From an optimization exercise on the open Yosys and OpenROAD flow, aimed at small area, a short achievable clock period and few clock cycles per item; shortcuts taken in it are not production practice.
Only simulation tests tie the RTL to the original design; equivalence was not proved.
No activity file was given, so power comes from the tool's default toggle rates.

## msr_codec
module msr_codec (
    input  wire       clk,
    input  wire       rst,
    input  wire       cmd_valid,
    output wire       cmd_ready,
    input  wire [1:0] cmd_op,       
    input  wire [1:0] cmd_track,    
    input  wire [7:0] cmd_len,      
    input  wire       in_valid,
    output wire       in_ready,
    input  wire [7:0] in_data,
    output wire       out_valid,
    input  wire       out_ready,
    output wire [7:0] out_data,
    output wire       rsp_valid,
    input  wire       rsp_ready,
    output wire [3:0] rsp_err,      
    output wire       rsp_flag,     
    output wire [7:0] rsp_index,    
    output wire [7:0] rsp_char,     
    output wire [7:0] lrc
);
Settings: LEC_CHECK=0, CAP_MARGIN=20, CORE_MARGIN=2, CORE_UTILIZATION=40, PLACE_DENSITY=0.6, SLEW_MARGIN=20; clock period 10.0 ns.
standard.sh (not shown) runs the stock make flow with config.mk's settings and CLKGATE_MAP_FILE= SYNTH_SCRIPT=/design/flow/synth_recipe.tcl, a recipe that flattens the netlist after the stock synthesis.
==> flow/flow/run.sh <==
#!/bin/bash
set -euo pipefail
bash standard.sh SETUP_SLACK_MARGIN=6.5 finish > orfs_make.log 2>&1
Testbench counts at the start, summed over its fixed seeds: cycles 25,403, ops 192.
Next try:
==> flow/run.sh (new file) <==
#!/bin/bash
# synth_recipe.tcl (not shown) runs the flow's synth.tcl, then flattens the netlist and writes it again
# the make line also repeats each setting of config.mk as NAME=value (left out here)
make -C /OpenROAD-flow-scripts/flow DESIGN_CONFIG=/design/flow/config.mk WORK_HOME=/design/flow/orfs CLKGATE_MAP_FILE= SYNTH_SCRIPT=/design/flow/synth_recipe.tcl finish
removed: flow/flow/run.sh
removed: flow/standard.sh
The new run produced a clean layout.
Setup slack got worse by 1.1 ns.
Combinational power went down by about 4%.
Via count went down by 0.95%.
Die area stays the same.
Global-route usage went down by 0.27 points.
Synthesized area stays the same.

---

The RTL this note starts from:
==> flow/design.v <==
module msr_codec (
    input  wire       clk,
    input  wire       rst,
    input  wire       cmd_valid,
    output wire       cmd_ready,
    input  wire [1:0] cmd_op,       
    input  wire [1:0] cmd_track,    
    input  wire [7:0] cmd_len,      
    input  wire       in_valid,
    output wire       in_ready,
    input  wire [7:0] in_data,
    output wire       out_valid,
    input  wire       out_ready,
    output wire [7:0] out_data,
    output wire       rsp_valid,
    input  wire       rsp_ready,
    output wire [3:0] rsp_err,      
    output wire       rsp_flag,     
    output wire [7:0] rsp_index,    
    output wire [7:0] rsp_char,     
    output wire [7:0] lrc
);
    localparam OP_ENCODE = 2'd0;
    localparam OP_DECODE = 2'd1;
    localparam OP_REVERSE = 2'd2;
    localparam OP_LRCCHK = 2'd3;
    reg        busy;          
    reg        cmd_rdy;       
    reg        trk1;          
    reg        enc;           
    reg        pt;            
    reg        rev;           
    reg        lrcop;         
    reg        nopush;        
    reg [7:0]  len;
    reg        len1;          
    reg        len2;          
    reg [7:0]  rem;           
    reg        rem1;          
    reg        remnz;         
    reg        in_rdy;
    reg        in_done;       
    reg        bad;
    reg [7:0]  bad_index;
    reg [7:0]  bad_char;
    reg [3:0]  err_q;
    reg        flag_q;
    reg [5:0]  acc;           
    reg [7:0]  lrc_q;
    reg        rsp_v;
    reg        started;       
    reg [7:0]  wp;            
    reg [7:0]  rp;            
    reg        fd;            
    reg        ck_done;       
    reg        ov;            
    reg        v1;            
    reg [7:0]  q0, q1;
    function [5:0] rev6(input [5:0] v);
        rev6 = {v[0], v[1], v[2], v[3], v[4], v[5]};
    endfunction
    function [3:0] rev4(input [3:0] v);
        rev4 = {v[0], v[1], v[2], v[3]};
    endfunction
    function [7:0] rev8(input [7:0] v);
        rev8 = {v[0], v[1], v[2], v[3], v[4], v[5], v[6], v[7]};
    endfunction
    function [7:0] unit_c(input t1, input [5:0] c);
        unit_c = t1 ? {1'b0, c[0], c[1], c[2], c[3], c[4], ~c[5], ^c[5:0]}
                    : {3'b000, c[0], c[1], c[2], c[3], ~^c[3:0]};
    endfunction
    wire in_fire  = in_valid && in_rdy;
    wire pop      = ov && out_ready;
    wire rsp_fire = rsp_v && rsp_ready;
    wire cmd_invalid = (cmd_op == OP_ENCODE && (cmd_track == 2'd0 || cmd_len == 8'd255)) ||
                       (cmd_op == OP_DECODE && cmd_track == 2'd0) ||
                       (cmd_op == OP_LRCCHK && (cmd_track == 2'd0 || cmd_len == 8'd0));
    wire [5:0] e_sym  = trk1 ? {~in_data[5], in_data[4:0]} : {2'b00, in_data[3:0]};
    wire       alpha  = trk1 ? (!in_data[7] && (in_data[6] ^ in_data[5])) : (in_data[7:4] == 4'h3);
    wire [5:0] d_sym  = trk1 ? rev6(in_data[6:1]) : {2'b00, rev4(in_data[4:1])};
    wire [7:0] d_char = trk1 ? {1'b0, d_sym[5], ~d_sym[5], d_sym[4:0]} : {4'h3, d_sym[3:0]};
    wire [7:0] i_conv = rev ? rev8(in_data) : d_char;
    wire wr      = in_fire && enc;
    wire new_bad = wr && !bad && !alpha;
    reg [5:0] ring [0:255];
    genvar gi;
    generate
        for (gi = 0; gi < 256; gi = gi + 1) begin : g_ring
            if (gi < 16) begin : g_entry
                wire sel = in_rdy && enc && (wp[3:0] == gi);
                always @(posedge clk)
                    ring[gi] <= (in_valid && sel) ? in_data[5:0] : ring[(gi + 255) % 256];
            end else begin : g_plain
                always @(posedge clk)
                    ring[gi] <= ring[gi - 1];
            end
        end
    endgenerate
    wire [5:0] tap    = ring[{rp[7:4], 4'hF}];
    wire       rp_tap = (rp[3:0] == 4'hF);
    wire first_ok = in_rdy && enc && rem1 && !bad && (len1 || rp_tap) && !v1;
    wire first    = in_valid && first_ok && alpha;
    wire rd_go    = enc && in_done && !bad && (remnz || !fd);
    wire rd       = rd_go && rp_tap && !v1;
    wire ck       = enc && in_done && !bad && !remnz && fd && !ck_done && !v1;
    wire [7:0] u_tap = unit_c(trk1, tap);
    wire [7:0] u_in  = unit_c(trk1, in_data[5:0]);
    wire [7:0] u_acc = trk1 ? {1'b0, rev6(acc), ~^acc}
                            : {3'b000, rev4(acc[3:0]), ~^acc[3:0]};
    wire       pt_push = in_fire && pt && !(lrcop && rem1);
    wire       push    = pt_push || first || rd || ck;
    wire [7:0] pdata   = !enc    ? i_conv :
                         in_done ? ((remnz || !fd) ? u_tap : u_acc) :
                                   (len1 ? u_in : u_tap);
    wire v1_n = !pop && (v1 || (ov && push));
    wire ov_n = v1 || push || (ov && !pop);
    wire qe_n = !v1 && (!ov || out_ready);      
    always @(posedge clk) begin
        if (pop)
            q0 <= v1 ? q1 : pdata;
        else if (!ov)
            q0 <= pdata;
        if (!v1)
            q1 <= pdata;
    end
    wire wz      = (wp[7:4] == 4'd0);
    wire [7:0] wp_inc = wp + 8'd1;
    wire wz_inc  = (wp_inc[7:4] == 4'd0);
    wire room_f  = enc ? wz : (pt ? (pop || (!v1 && !ov)) : 1'b1);
    wire room_nf = enc ? (!started || wz_inc) : (pt ? (pop || !v1) : 1'b1);
    wire rdy_n   = in_fire ? (!rem1 && room_f) : (remnz && !in_done && room_nf);
    wire fin     = in_done && (!enc || bad || ck_done);
    wire rsp_set = (fin && qe_n) || (in_fire && rem1 && nopush && qe_n);
    always @(posedge clk) begin
        if (rst) begin
            busy    <= 1'b0;
            cmd_rdy <= 1'b1;
            in_rdy  <= 1'b0;
            rsp_v   <= 1'b0;
            ov      <= 1'b0;
            v1      <= 1'b0;
            lrc_q   <= 8'd0;
        end else begin
            ov <= ov_n;
            v1 <= v1_n;
            if (!busy) begin
                busy    <= cmd_valid;
                cmd_rdy <= !cmd_valid;
                in_rdy  <= cmd_valid && (cmd_len != 8'd0);
                rsp_v   <= cmd_valid && (cmd_len == 8'd0) && (cmd_op != OP_ENCODE || cmd_invalid);
            end else begin
                in_rdy <= rdy_n;
                if (rsp_fire) begin
                    busy    <= 1'b0;
                    cmd_rdy <= 1'b1;
                    rsp_v   <= 1'b0;
                end else if (rsp_set)
                    rsp_v <= 1'b1;
            end
            if (in_fire && lrcop && rem1)
                lrc_q <= {1'b1, acc == d_sym, acc};
            if (ck)
                lrc_q <= {2'b10, acc};
        end
    end
    always @(posedge clk) begin
        if (rst) begin
            enc       <= 1'b0;
            pt        <= 1'b0;
        end else if (!busy) begin
            enc       <= (cmd_op == OP_ENCODE) && !cmd_invalid;
            pt        <= (cmd_op != OP_ENCODE) && !cmd_invalid;
        end
        if (!busy) begin
            trk1      <= (cmd_track == 2'd1);
            rev       <= (cmd_op == OP_REVERSE);
            lrcop     <= (cmd_op == OP_LRCCHK) && !cmd_invalid;
            nopush    <= (cmd_op == OP_LRCCHK) || cmd_invalid;
            len       <= cmd_len;
            len1      <= (cmd_len == 8'd1);
            len2      <= (cmd_len == 8'd2);
            rem       <= cmd_len;
            rem1      <= (cmd_len == 8'd1);
            remnz     <= (cmd_len != 8'd0);
            in_done   <= (cmd_len == 8'd0);
            bad       <= 1'b0;
            bad_index <= 8'd0;
            bad_char  <= 8'd0;
            err_q     <= cmd_invalid ? 4'd8 : 4'd0;
            flag_q    <= 1'b0;
            acc       <= 6'd0;
            started   <= 1'b0;
            wp        <= {4'd0, 4'd1 - cmd_len[3:0]};
            fd        <= 1'b1;
            ck_done   <= 1'b0;
        end else begin
            if (in_fire && rem1)
                in_done <= 1'b1;
            if (wr)
                started <= 1'b1;
            if (started && !wr)
                wp <= wp_inc;
            if (in_fire && rem1 && enc) begin
                rem   <= len - 8'd1;
                rem1  <= len2;
                remnz <= !len1;
                fd    <= first;
            end else if (in_fire || (rd && fd)) begin
                rem   <= rem - 8'd1;
                rem1  <= (rem == 8'd2);
                remnz <= !rem1;
            end
            if (rd)
                fd <= 1'b1;
            if (wr)
                acc <= acc ^ e_sym;
            else if (in_fire && lrcop && !rem1)
                acc <= acc ^ d_sym;
            if (new_bad) begin
                bad       <= 1'b1;
                bad_index <= len - rem;
                bad_char  <= in_data;
                err_q     <= 4'd5;
            end
            if (in_fire && lrcop && rem1)
                flag_q <= (acc == d_sym);
            if (ck)
                ck_done <= 1'b1;
        end
    end
    always @(posedge clk) begin
        if (busy && wr && !started)
            rp <= {4'd0, wp[3:0]};
        else if (!(rd || first))
            rp <= rp + 8'd1;
    end
    assign cmd_ready = cmd_rdy;
    assign in_ready  = in_rdy;
    assign out_valid = ov;
    assign out_data  = q0;
    assign rsp_valid = rsp_v;
    assign rsp_err   = err_q;
    assign rsp_flag  = flag_q;
    assign rsp_index = bad_index;
    assign rsp_char  = bad_char;
    assign lrc       = lrc_q;
endmodule
export LEC_CHECK = 0
export CAP_MARGIN = 20
export CORE_MARGIN = 2
export CORE_UTILIZATION = 40
export PLACE_DENSITY = 0.6
export SLEW_MARGIN = 20
create_clock -name core_clock -period 10.0 [get_ports {clk}]
==> flow/flow/run.sh <==
#!/bin/bash
set -euo pipefail
bash standard.sh SETUP_SLACK_MARGIN=7 \
  "CTS_ARGS=-sink_clustering_enable -repair_clock_nets -sink_clustering_size 25 -sink_clustering_max_diameter 100 -dont_use_dummy_load" \
  finish > orfs_make.log 2>&1
The first run went through all stages and came out clean.
Testbench counts at the start, summed over its fixed seeds: cycles 25,408, ops 192.
Edit:
==> flow/flow/run.sh (replaced) <==
#!/bin/bash
set -euo pipefail
bash standard.sh SETUP_SLACK_MARGIN=7 finish > orfs_make.log 2>&1
The new run produced a clean layout; via count goes up by a few percent; area after synthesis is unchanged; non-clock buffer count came out lower by 13; first-iteration DRC count came out lower slightly.
Edit:
==> flow/flow/run.sh (replaced) <==
#!/bin/bash
set -euo pipefail
bash standard.sh SETUP_SLACK_MARGIN=7 \
  "CTS_ARGS=-sink_clustering_enable -repair_clock_nets -sink_clustering_size 30 -sink_clustering_max_diameter 100 -dont_use_dummy_load" \
  finish > orfs_make.log 2>&1
Effect: The new run went through all stages and came out clean; total power went down by 20%; first-iteration DRC count went up by 8.0%; worst setup slack improves by 63 ps; core utilization went down by 3.3 points; cell area went down by 6.7%; register-to-register slack degrades by 20 ps; hold slack degrades by 40 ps; wire length went down by 2.4%; area after synthesis is unchanged; final cell count went down by 4.6%; count of clock-buffer cells in the layout went down by 141.

afterwards: timing with drivers on the ports:
The flow's constraints put no driver on any port. The routed layouts listed below were extracted and timed again, unchanged, in two steps. Step 1: set_driving_cell puts a clkbuf_16 on clk and a buf_2 on each other input, an assumption about the parent block. Step 2 adds t to the input delays and takes it off the output delays; t is the mean of the earliest and latest rising clock arrival at the registers after step 1. Input paths then give back, and output paths get back, about the clock's delay inside the block. Slacks: ideal / step 1 / step 2; pairs: ideal / step 1.
| run | t (ns) | slack for setup (ns) | hold WS [ns] | worst slew at a driven data input, ns | cell pins on the clock port's net |
|---|---|---|---|---|---|
| the first run of note 1 | 0.764 | 6.515 / 6.532 / 5.777 | 0.313 / 0.313 / 0.313 | 0.05 | 1 |
| the second run of note 1 | 0.760 | 5.428 / 5.464 / 4.705 | 0.277 / 0.277 / 0.277 | 0.05 | 1 |
| the first run of note 2 | 0.688 | 6.807 / 6.742 / 6.181 | 0.290 / 0.290 / 0.290 | 0.16 | 1 |
| the second run of note 2 | 0.776 | 6.743 / 6.677 / 6.108 | 0.309 / 0.309 / 0.309 | 0.18 | 1 |
| the third run of note 2 | 0.665 | 6.806 / 6.755 / 6.101 | 0.269 / 0.269 / 0.269 | 0.16 | 1 |
After both steps every run listed still meets setup and hold. For the first run of note 1, which loses most, drivers alone change the setup slack by +0.017 ns; drivers and shift together by -0.738 ns.
